This design comes from an exercise in tuning for small area on the open sky130 flow, not from production work. Function was checked by simulation only, so behaviour that the tests miss may differ from the original.

===== flow/config.mk =====
export PLATFORM = sky130hd
export DESIGN_NAME = blatesbox_core
export DESIGN_NICKNAME = blatesbox_core
export VERILOG_FILES = /design/flow/design.v
export SDC_FILE = /design/flow/constraint.sdc
export NUM_CORES = 4
export LEC_CHECK = 0
export CAP_MARGIN = 20
export CORE_MARGIN = 2
export CORE_UTILIZATION = 40
export SLEW_MARGIN = 20

===== flow/constraint.sdc =====
create_clock -name core_clock -period 10.0 [get_ports {clk}]
set_input_delay 2.0000 -clock core_clock [delete_from_list [all_inputs] [get_ports {clk}]]
set_output_delay 2.0000 -clock core_clock [all_outputs]
set_load 0.01 [all_outputs]

===== flow/design.v =====
module bb_prng (
    input  wire       clk,
    input  wire       op_init,
    input  wire       op_inject,
    input  wire       op_byte,
    input  wire       op_bits,
    input  wire [7:0] seed_a,
    input  wire [7:0] seed_b,
    input  wire [7:0] seed_c,
    input  wire [7:0] inj,
    input  wire [1:0] bits_n,
    output wire [7:0] byte_next,
    output reg  [1:0] bits_val
);
    reg [7:0] a, b, c;
    reg [7:0] bq;
    reg [3:0] bqn;
    wire [7:0] mix_in_a = op_inject ? (a ^ inj) : a;
    wire [7:0] a1 = mix_in_a + 8'h9D;
    wire [7:0] bs = b + a1;
    wire [7:0] b1 = {bs[6:0], bs[7]};
    wire [7:0] c1 = c + (b1 ^ {a1[2:0], a1[7:3]});
    wire [7:0] o1 = c1 ^ b1;
    assign byte_next = o1;
    reg [7:0] q;
    reg [3:0] qn;
    reg       refill;
    integer   i;
    always @* begin
        q        = bq;
        qn       = bqn;
        refill   = 1'b0;
        bits_val = 2'b00;
        for (i = 0; i < 2; i = i + 1) begin
            if (i < bits_n) begin
                if (qn == 4'd0) begin
                    q      = o1;
                    qn     = 4'd8;
                    refill = 1'b1;
                end
                bits_val[i] = q[0];
                q  = q >> 1;
                qn = qn - 4'd1;
            end
        end
    end
    always @(posedge clk) begin
        if (op_init) begin
            a   <= seed_a;
            b   <= seed_b;
            c   <= seed_c;
            bq  <= 8'h00;
            bqn <= 4'd0;
        end else if (op_inject || op_byte || (op_bits && refill)) begin
            a   <= a1;
            b   <= b1;
            c   <= c1;
        end
        if (op_bits) begin
            bq  <= q;
            bqn <= qn;
        end
    end
endmodule
module bb_line_evt (
    input  wire       blank,
    input  wire [7:0] v,
    input  wire [4:0] k,
    output reg        we_data,
    output reg        we_clk,
    output reg        we_lat,
    output reg        level
);
    wire [4:0] bit_idx = k / 3;
    wire [4:0] phase   = k % 3;
    always @* begin
        we_data = 1'b0;
        we_clk  = 1'b0;
        we_lat  = 1'b0;
        level   = 1'b0;
        if (blank) begin
            if (k < 5'd16) begin
                we_clk = 1'b1;
                level  = ~k[0];
            end else if (k == 5'd16) begin
                we_lat = 1'b1;
                level  = 1'b1;
            end else if (k == 5'd17) begin
                we_lat = 1'b1;
                level  = 1'b0;
            end
        end else begin
            if (k < 5'd24) begin
                if (phase == 5'd0) begin
                    we_data = 1'b1;
                    level   = v[bit_idx[2:0]];
                end else begin
                    we_clk = 1'b1;
                    level  = (phase == 5'd1);
                end
            end else if (k == 5'd24) begin
                we_lat = 1'b1;
                level  = 1'b1;
            end else if (k == 5'd25) begin
                we_lat = 1'b1;
                level  = 1'b0;
            end else if (k == 5'd26) begin
                we_data = 1'b1;
                level   = 1'b0;
            end
        end
    end
endmodule
module bb_fg_rom #(
    parameter [7:0] SEED1 = 8'h10,
    parameter [7:0] SEED2 = 8'h20,
    parameter [7:0] SEED3 = 8'h30
) (
    input  wire [5:0]  addr,
    output reg  [31:0] word
);
    always @* begin
        if (addr == 6'd0)
            word = {8'h10, SEED1, SEED2, SEED3};         
        else if (addr == 6'd1)
            word = 32'h40000000;                         
        else if (addr == 6'd2)
            word = 32'h3A000000;                         
        else if (addr == 6'd3)
            word = 32'h41000000;                         
        else if (addr == 6'd4)
            word = 32'h42000000;                         
        else if (addr == 6'd5)
            word = 32'h42000001;                         
        else if (addr == 6'd6)
            word = 32'h43000000;                         
        else if (addr <= 6'd33)
            word = 32'h44000000 + {26'd0, addr - 6'd7};  
        else if (addr == 6'd34)
            word = 32'h45000000;                         
        else if (addr == 6'd35)
            word = 32'h46000000;                         
        else
            word = 32'h00000000;                         
    end
endmodule
module blatesbox_core (
    input  wire       clk,
    input  wire       rst,       
    input  wire       tick,      
    input  wire       btn,       
    input  wire [7:0] sample,    
    output reg        disp_data,
    output reg        disp_clk,
    output reg        disp_latch,
    output reg        beep
);
    localparam [7:0]  MAXVELOCITY  = 8'd16;
    localparam [7:0]  INITVELOCITY = 8'd3;
    localparam [7:0]  PRESS_BUMP   = 8'd3;
    localparam [15:0] MINROLLDELAY = 16'd350;
    localparam [15:0] MAXROLLDELAY = 16'd1200;
    localparam [15:0] DELAY_SCALE  = 16'd100;
    localparam [7:0]  FLASH_MAX    = 8'd255;
    localparam [7:0]  HOLD_TICKS   = 8'd200;
    localparam [7:0]  UNIFORM_LIMIT = 8'd251;
    localparam [7:0]  P_BEEP       = 8'd50;
    localparam [7:0] OP_INIT    = 8'h10;
    localparam [7:0] OP_ARM     = 8'h3A;
    localparam [7:0] OP_WAITREL = 8'h40;
    localparam [7:0] OP_POLL    = 8'h41;
    localparam [7:0] OP_DIE     = 8'h42;
    localparam [7:0] OP_MAP     = 8'h43;
    localparam [7:0] OP_RLINE   = 8'h44;
    localparam [7:0] OP_BEEP    = 8'h45;
    localparam [7:0] OP_CLEAR   = 8'h46;
    localparam [1:0] PH_BLINK_BLANK  = 2'd0;
    localparam [1:0] PH_BLINK_RENDER = 2'd1;
    localparam [1:0] PH_HOLD_BLANK   = 2'd2;
    reg [7:0]  vel;
    reg [15:0] rd;
    reg [7:0]  fc;
    reg [7:0]  hc;
    reg [7:0]  bc;
    reg        rp;
    reg [2:0]  d0, d1;
    reg [7:0]  pat;
    reg        btn_q;
    reg        epend, een, tpend, ten;
    reg [5:0]  fpc;
    reg        svc_active;      
    reg [1:0]  svc_phase;
    reg [4:0]  svc_idx;
    reg        svc_blank_after;  
    reg        fg_busy;         
    wire boundary  = !svc_active && !fg_busy;
    wire take_tick = boundary && tpend && ten;
    wire take_edge = boundary && !take_tick && epend && een;
    wire fg_step   = fg_busy || (boundary && !take_tick && !take_edge);
    wire [31:0] word;
    bb_fg_rom u_rom (.addr(fpc), .word(word));
    wire [7:0] opcode = word[31:24];
    wire fg_init    = fg_step && opcode == OP_INIT;
    wire fg_arm     = fg_step && opcode == OP_ARM;
    wire fg_waitrel = fg_step && opcode == OP_WAITREL;
    wire fg_poll    = fg_step && opcode == OP_POLL;
    wire fg_die     = fg_step && opcode == OP_DIE;
    wire fg_map     = fg_step && opcode == OP_MAP;
    wire fg_rline   = fg_step && opcode == OP_RLINE;
    wire fg_beep    = fg_step && opcode == OP_BEEP;
    wire fg_clear   = fg_step && opcode == OP_CLEAR;
    wire [2:0] die_f      = word[0] ? d1 : d0;
    wire       die_face   = (die_f >= 3'd1) && (die_f <= 3'd6);
    wire       die_nbr    = fg_die && die_face;
    wire       die_uni    = fg_die && !die_face;
    wire d0_23 = (d0 == 3'd2) || (d0 == 3'd3);
    wire d1_23 = (d1 == 3'd2) || (d1 == 3'd3);
    wire [7:0] byte_next;
    wire [1:0] bits_val;
    reg  [1:0] bits_n;
    always @* begin
        if (die_nbr)
            bits_n = 2'd2;
        else if (fg_map)
            bits_n = {1'b0, d0_23} + {1'b0, d1_23};
        else
            bits_n = 2'd0;
    end
    bb_prng u_prng (
        .clk      (clk),
        .op_init  (fg_init),
        .op_inject(take_edge),
        .op_byte  (die_uni),
        .op_bits  (die_nbr || fg_map),
        .seed_a   (word[23:16]),
        .seed_b   (word[15:8]),
        .seed_c   (word[7:0]),
        .inj      (btn_q ? ~sample : sample),
        .bits_n   (bits_n),
        .byte_next(byte_next),
        .bits_val (bits_val)
    );
    wire       uni_ok   = byte_next <= UNIFORM_LIMIT;
    wire [7:0] uni_face = (byte_next % 8'd6) + 8'd1;
    reg [2:0] nbr_face;
    always @* begin
        case ({die_f, bits_val})
            {3'd1, 2'd0}: nbr_face = 3'd2;
            {3'd1, 2'd1}: nbr_face = 3'd3;
            {3'd1, 2'd2}: nbr_face = 3'd4;
            {3'd1, 2'd3}: nbr_face = 3'd5;
            {3'd2, 2'd0}: nbr_face = 3'd1;
            {3'd2, 2'd1}: nbr_face = 3'd3;
            {3'd2, 2'd2}: nbr_face = 3'd4;
            {3'd2, 2'd3}: nbr_face = 3'd6;
            {3'd3, 2'd0}: nbr_face = 3'd1;
            {3'd3, 2'd1}: nbr_face = 3'd2;
            {3'd3, 2'd2}: nbr_face = 3'd5;
            {3'd3, 2'd3}: nbr_face = 3'd6;
            {3'd4, 2'd0}: nbr_face = 3'd1;
            {3'd4, 2'd1}: nbr_face = 3'd2;
            {3'd4, 2'd2}: nbr_face = 3'd5;
            {3'd4, 2'd3}: nbr_face = 3'd6;
            {3'd5, 2'd0}: nbr_face = 3'd1;
            {3'd5, 2'd1}: nbr_face = 3'd3;
            {3'd5, 2'd2}: nbr_face = 3'd4;
            {3'd5, 2'd3}: nbr_face = 3'd6;
            {3'd6, 2'd0}: nbr_face = 3'd2;
            {3'd6, 2'd1}: nbr_face = 3'd3;
            {3'd6, 2'd2}: nbr_face = 3'd4;
            {3'd6, 2'd3}: nbr_face = 3'd5;
            default:      nbr_face = 3'd0;
        endcase
    end
    reg [3:0] dots0, dots1;
    always @* begin
        case (d0)
            3'd1:    dots0 = 4'b0001;
            3'd3:    dots0 = 4'b0001;
            3'd4:    dots0 = 4'b1010;
            3'd5:    dots0 = 4'b1011;
            3'd6:    dots0 = 4'b1110;
            default: dots0 = 4'b0000;
        endcase
        case (d1)
            3'd1:    dots1 = 4'b0001;
            3'd3:    dots1 = 4'b0001;
            3'd4:    dots1 = 4'b1010;
            3'd5:    dots1 = 4'b1011;
            3'd6:    dots1 = 4'b1110;
            default: dots1 = 4'b0000;
        endcase
    end
    wire       r0 = bits_val[0];
    wire       r1 = d0_23 ? bits_val[1] : bits_val[0];
    wire [3:0] p0 = dots0 | (d0_23 ? (r0 ? 4'b1000 : 4'b0010) : 4'b0000);
    wire [3:0] p1 = dots1 | (d1_23 ? (r1 ? 4'b1000 : 4'b0010) : 4'b0000);
    wire [7:0]  fc_dec   = (fc != 8'd0) ? fc - 8'd1 : fc;
    wire        fc_zero  = (fc_dec == 8'd0);
    wire        do_blink = fc_zero && (vel == 8'd0) && (d0 != d1);
    wire [7:0]  hc_dec   = (hc != 8'd0) ? hc - 8'd1 : hc;
    wire        do_blank = (hc != 8'd0) && (hc_dec == 8'd0);
    wire [15:0] rd_dec   = (rd != 16'd0) ? rd - 16'd1 : rd;
    wire        roll_due = (vel != 8'd0) && (rd_dec == 16'd0);
    wire [7:0]  vel_up   = (vel + 8'd1 > MAXVELOCITY) ? MAXVELOCITY : vel + 8'd1;
    wire [7:0]  vel_roll = btn_q ? vel - 8'd1 : vel_up;
    wire [15:0] rd_prod  = ({8'd0, MAXVELOCITY} + 16'd1 - {8'd0, vel_roll}) * DELAY_SCALE;
    wire [15:0] rd_new   = (rd_prod < MINROLLDELAY) ? MINROLLDELAY :
                           (rd_prod > MAXROLLDELAY) ? MAXROLLDELAY : rd_prod;
    wire [7:0]  vel_bump = (vel + PRESS_BUMP > MAXVELOCITY) ? MAXVELOCITY : vel + PRESS_BUMP;
    wire [7:0]  vel_press = (vel == 8'd0) ? INITVELOCITY : vel_bump;
    wire       evt_blank = svc_active ? (svc_phase != PH_BLINK_RENDER) : 1'b0;
    wire [4:0] evt_k     = svc_active ? svc_idx : word[4:0];
    wire       evt_go    = svc_active || fg_rline;
    wire       we_data, we_clk, we_lat, evt_level;
    bb_line_evt u_evt (
        .blank  (evt_blank),
        .v      (pat),
        .k      (evt_k),
        .we_data(we_data),
        .we_clk (we_clk),
        .we_lat (we_lat),
        .level  (evt_level)
    );
    wire svc_last = (svc_phase == PH_BLINK_RENDER) ? (svc_idx == 5'd26) : (svc_idx == 5'd17);
    always @(posedge clk) begin
        if (rst) begin
            vel        <= 8'd0;
            rd         <= 16'd0;
            fc         <= 8'd0;
            hc         <= 8'd0;
            bc         <= 8'd0;
            rp         <= 1'b0;
            d0         <= 3'd0;
            d1         <= 3'd0;
            pat        <= 8'h00;
            btn_q      <= btn;
            epend      <= 1'b0;
            een        <= 1'b0;
            tpend      <= 1'b0;
            ten        <= 1'b0;
            fpc        <= 6'd0;
            svc_active <= 1'b0;
            svc_phase  <= PH_BLINK_BLANK;
            svc_idx    <= 5'd0;
            svc_blank_after <= 1'b0;
            fg_busy    <= 1'b0;
            disp_data  <= 1'b0;
            disp_clk   <= 1'b0;
            disp_latch <= 1'b0;
            beep       <= 1'b0;
        end else begin
            if (take_tick) begin
                fc <= fc_zero ? FLASH_MAX : fc_dec;
                hc <= hc_dec;
                if (bc != 8'd0) begin
                    bc <= bc - 8'd1;
                    if (bc == 8'd1)
                        beep <= 1'b0;
                end
                if (vel != 8'd0) begin
                    if (roll_due) begin
                        vel <= vel_roll;
                        rp  <= 1'b1;
                        if (vel_roll != 8'd0)
                            rd <= rd_new;
                        else begin
                            rd <= rd_dec;
                            hc <= HOLD_TICKS;
                        end
                    end else begin
                        rd <= rd_dec;
                    end
                end
                svc_active      <= do_blink || do_blank;
                svc_phase       <= do_blink ? PH_BLINK_BLANK : PH_HOLD_BLANK;
                svc_idx         <= 5'd0;
                svc_blank_after <= do_blink && do_blank;
            end
            if (svc_active) begin
                if (svc_last) begin
                    svc_idx <= 5'd0;
                    if (svc_phase == PH_BLINK_BLANK)
                        svc_phase <= PH_BLINK_RENDER;
                    else if (svc_phase == PH_BLINK_RENDER && svc_blank_after)
                        svc_phase <= PH_HOLD_BLANK;
                    else
                        svc_active <= 1'b0;
                end else begin
                    svc_idx <= svc_idx + 5'd1;
                end
            end
            if (take_edge && !btn_q)
                vel <= vel_press;
            if (fg_init)
                fpc <= fpc + 6'd1;
            if (fg_waitrel && btn_q)
                fpc <= fpc + 6'd1;
            if (fg_arm) begin
                een <= 1'b1;
                ten <= 1'b1;
                fpc <= fpc + 6'd1;
            end
            if (fg_poll && rp)
                fpc <= fpc + 6'd1;
            if (die_nbr) begin
                if (word[0]) d1 <= nbr_face;
                else         d0 <= nbr_face;
                fpc <= fpc + 6'd1;
            end
            if (die_uni) begin
                if (uni_ok) begin
                    if (word[0]) d1 <= uni_face[2:0];
                    else         d0 <= uni_face[2:0];
                    fpc     <= fpc + 6'd1;
                    fg_busy <= 1'b0;
                end else begin
                    fg_busy <= 1'b1;
                end
            end
            if (fg_map) begin
                pat <= {p1, p0};
                fpc <= fpc + 6'd1;
            end
            if (fg_rline)
                fpc <= fpc + 6'd1;
            if (fg_beep) begin
                bc   <= P_BEEP;
                beep <= 1'b1;
                fpc  <= fpc + 6'd1;
            end
            if (fg_clear) begin
                rp  <= 1'b0;
                fpc <= 6'd3;
            end
            if (evt_go) begin
                if (we_data) disp_data  <= evt_level;
                if (we_clk)  disp_clk   <= evt_level;
                if (we_lat)  disp_latch <= evt_level;
            end
            btn_q <= btn;
            epend <= ((take_edge || fg_arm) ? 1'b0 : epend) || ((btn != btn_q) && een);
            tpend <= ((take_tick || fg_arm) ? 1'b0 : tpend) || (tick && ten);
        end
    end
endmodule

===== flow/run.sh =====
#!/bin/bash
# synth_recipe.tcl (not shown) runs the flow's synth.tcl, then flattens the netlist and writes it again
# the make line also repeats each setting of config.mk as NAME=value (left out here)
make -C /OpenROAD-flow-scripts/flow DESIGN_CONFIG=/design/flow/config.mk WORK_HOME=/design/flow/orfs CLKGATE_MAP_FILE= SYNTH_SCRIPT=/design/flow/synth_recipe.tcl finish

==> run summary <==
==> routing by layer <==
layer	wire length (um)	up-vias	share of wire, %
met5	0	-	0
met1	12900	4550	49
met3	733	18	2.8
met4	238	0	0.91
met2	12400	118	47
li1	-	4995	-
==> final cells by class <==
class | count | share of cell area (%)
inverter | 87 | 2.75
multi-input combinational | 1122 | 63.1
timing repair buffer | 23 | 1.79
tap | 341 | 3.59
antenna | 1 | 0.0211
sequential | 123 | 23.8
clock buffer | 19 | 4.00
clock inverter | 13 | 0.959
==> path summary, 6_finish.rpt <==
check | slack [ns] | endpoint
min | 0.46 | rp
min reg2reg | 0.46 | rp
max reg2reg | 2.25 | d0[2]
max | 1.39 | d0[2]
==> cell usage after synthesis, types with 4 or more instances <==
master	number	area [um^2]
a2111oi_0	6	52.6
a22oi_1	11	82.6
o21a_1	9	67.6
o211ai_1	6	45.0
or3_1	19	119
nand2b_1	16	100
o31ai_1	9	67.6
buf_2	8	40.0
nor4_1	20	125
a32oi_1	4	35.0
a21oi_1	117	586
nor3b_1	10	75.1
nand2_1	109	409
inv_1	85	319
a211oi_1	30	225
nand4_1	9	56.3
nor4b_1	7	61.3
o31a_1	4	35.0
nor2b_1	23	144
o22ai_1	4	25.0
or4_1	5	37.5
o21bai_1	4	30.0
mux2i_1	28	280
o21ai_0	70	350
nand3b_1	7	52.6
o41a_1	4	45.0
nor2_1	155	582
and2_1	22	138
dfxtp_1	87	1740
clkbuf_1	64	240
edfxtp_1	36	1080
mux2_2	7	78.8
xor2_1	47	412
a41oi_1	4	35.0
or2_2	12	75.1
fa_1	10	200
a221oi_1	4	35.0
nand3_1	34	170
a21o_1	14	105
ha_1	71	888
xnor2_1	66	578
a31oi_1	20	125
nor3_1	54	270
and3_1	16	100
==> critical path: cells and delay by family <==
family	cells	cell delay [ns]
AOI/OAI and AO/OA	8	2.07
xor gates and xnor gates	8	1.44
adders and majority gates	5	1.37
buffers and inverters	3	0.80
and+or+nand+nor	6	0.73
muxes	2	0.51
==> kinds of logic after synthesis <==
group                    after synthesis  synth area share, %
AND/OR/NAND/NOR                      529                 24.0
multiplexers                          35                 3.29
buffers and inverters                162                 5.66
flip-flops                           123                 25.9
AO/OA/AOI/OAI                        364                 22.1
adder cells (fa/ha/maj)               81                 9.97
XOR/XNOR                             113                 9.06
==> placed cells by master (no fill, tap or decap), types with 20 or more instances in the layout <==
cell type,instances
nor2_1,155
dfxtp_1,87
nor2b_1,23
xnor2_1,66
xor2_1,47
nor4_1,20
a31oi_1,20
a21oi_1,117
a211oi_1,29
o21ai_0,70
ha_1,71
edfxtp_1,36
nor3_1,54
mux2i_1,28
inv_1,85
and2_1,22
nand3_1,34
nand2_1,109
==> per-stage QoR <==
stage          setup slack, ns  std cells
5_1_grt                  0.712       1728
6_report                  1.39       1729
3_3_place_gp              1.29       1695
3_5_place_dp              1.07       1695
4_1_cts                   1.47       1727
2_1_floorplan             2.25       1407
==> state kept, by name (all words and copies together) (netlist names), 2 cells and up <==
| name | flops |
|---|---|
| svc_idx | 5 |
| u_prng.a | 8 |
| fpc | 6 |
| rd | 16 |
| u_prng.c | 8 |
| u_prng.bq | 8 |
| hc | 8 |
| vel | 8 |
| u_prng.bqn | 4 |
| svc_phase | 2 |
| fc | 8 |
| d1 | 3 |
| pat | 8 |
| bc | 8 |
| d0 | 3 |
| u_prng.b | 8 |
==> run summary <==
- Status: complete, no violations
- Slew Limit Fails: 0
- Detailed-router iteration count before antenna repair: 6
- Layout cell share with drive strength beyond 1: 5.98%
- Seq/Total Area, Yosys: 25.9%
- Total global-route track usage: 18.6%
- DPL Wire Length: 19300 um
- Yosys cell types: 85
- Crit-path max FO: 14
- FFs w/ async S/R, synth: 0%
- Synthesized cell area: 0.0109 mm^2
- Total Nets Final: 1467
- Syn. warnings: 4
- Worst-Margin Slew: 0.950 ns
- Clk latency of the worst-skew pair: 0.42 ns
- # port buffers: 15
- Antenna-violating nets left: 0
- Reg2reg start: svc_active
- FF+latch count, synth: 123
- GRT Residual Overflow: 0
- Synth Flop Type: dfxtp_1
- RSZ-0062 raised after global routing: no
- Critical Path RT: 10.29 ns
- Critical path class: primary input to register
- Final hold vios: 0
- Layout Utilization: 44.2%
- FILL cells: 2732
- Final min period: 8.61 ns
- WHS: 0.457 ns
- Clk slew on worst S/H paths: 0.06 ns
- CP max-delay cell: clkdlybuf4s50_1
- Worst Setup SP: sample[0]
- Die outline height: 169 um
- # resized after CTS: 0
- Largest net degree at the start of global routing: 70
- Sinks on the clock net: 123
- Syn Nets: 1500
- Row count: 60
- Die Width: 169 um
- Via count: 9681
- DR iter-0 viols: 503
- Hold Path Depth: 2
- Multi-input gate area: 0.00749 mm^2
- Register Area: 0.00282 mm^2
- Postcts setup bufs: 0
- CTS tree: done
- Final TNS setup: 0 ns
- MaxCap Viol Count: 0
- Hold Path Origin: rp
- Post-route DRC: 0
- Cts bufs inserted: 17
- Final instance area: 0.0119 mm^2
- Final period util: 86.1%
- Hold Crit Class: register to register
- Worst path max stage delay: 0.47 ns
- Max Freq: 0.116 GHz
- H-tree levels: 4
- Gate count of the mapped netlist: 1407
- CTS Buffer Depth: 2
- Crit path capture type: register
- Vias per inst: 5.60
- Worst reg2reg path depth: 31
- First-pass GRT wire length: 44600 um
- Mean Syn Cell Area: 7.76 um^2
- Slew margin rel.: 36.1%
- CTS root buf: clkbuf_16
- Die area: 0.0286 mm^2
- Cts hold-fix bufs: 0
- Starting Density: 40.6%
- Met2 Usage GRT: 31.7%
- Vias in the first global route: 9168
- Routed WL: 26300 um
- Number of flops mapped to enable cells by yosys: 36
- Final setup viols: 0
- GRT met3 Usage: 2.87%
- Top Ports: 16
- Crit path DAT: 8.90 ns
- Gp weighted congestion: 0.874
- DR WL/cell: 15.2 um
- Dpl cell area: 0.0113 mm^2
- Worst Setup Start Kind: primary input
- Layout overhead on the synthesized area: 8.75%
- Initial antenna violation count: 0
- Worst Skew: 0.00907 ns
- GRT Max-Usage Layer: met2
- Global Route met1 Usage: 25.0%
- Placeable Area: 0.0269 mm^2

[what the ideal ports hide]
How much do the figures lean on ideal ports? The routed layout below was timed once more, with nothing changed but the port constraints. Step 1, drivers: a clkbuf_16 drives clk and a buf_2 each remaining input, both assumed. Step 2 times the ports against the registers' clock, not the clock port: input delays grow and output delays shrink by t, the midpoint of the rising clock arrivals with the driver on. a / b / c = ideal / step 1 / step 2; a / b = the first two.
t (ns): 0.465
setup slack, ns: 1.390 / 1.411 / 0.947
cell pins on the clock port's net: 1
After both steps this run still meets setup and hold. The setup slack of this run moves by +0.021 ns with the drivers and by -0.443 ns with both steps.
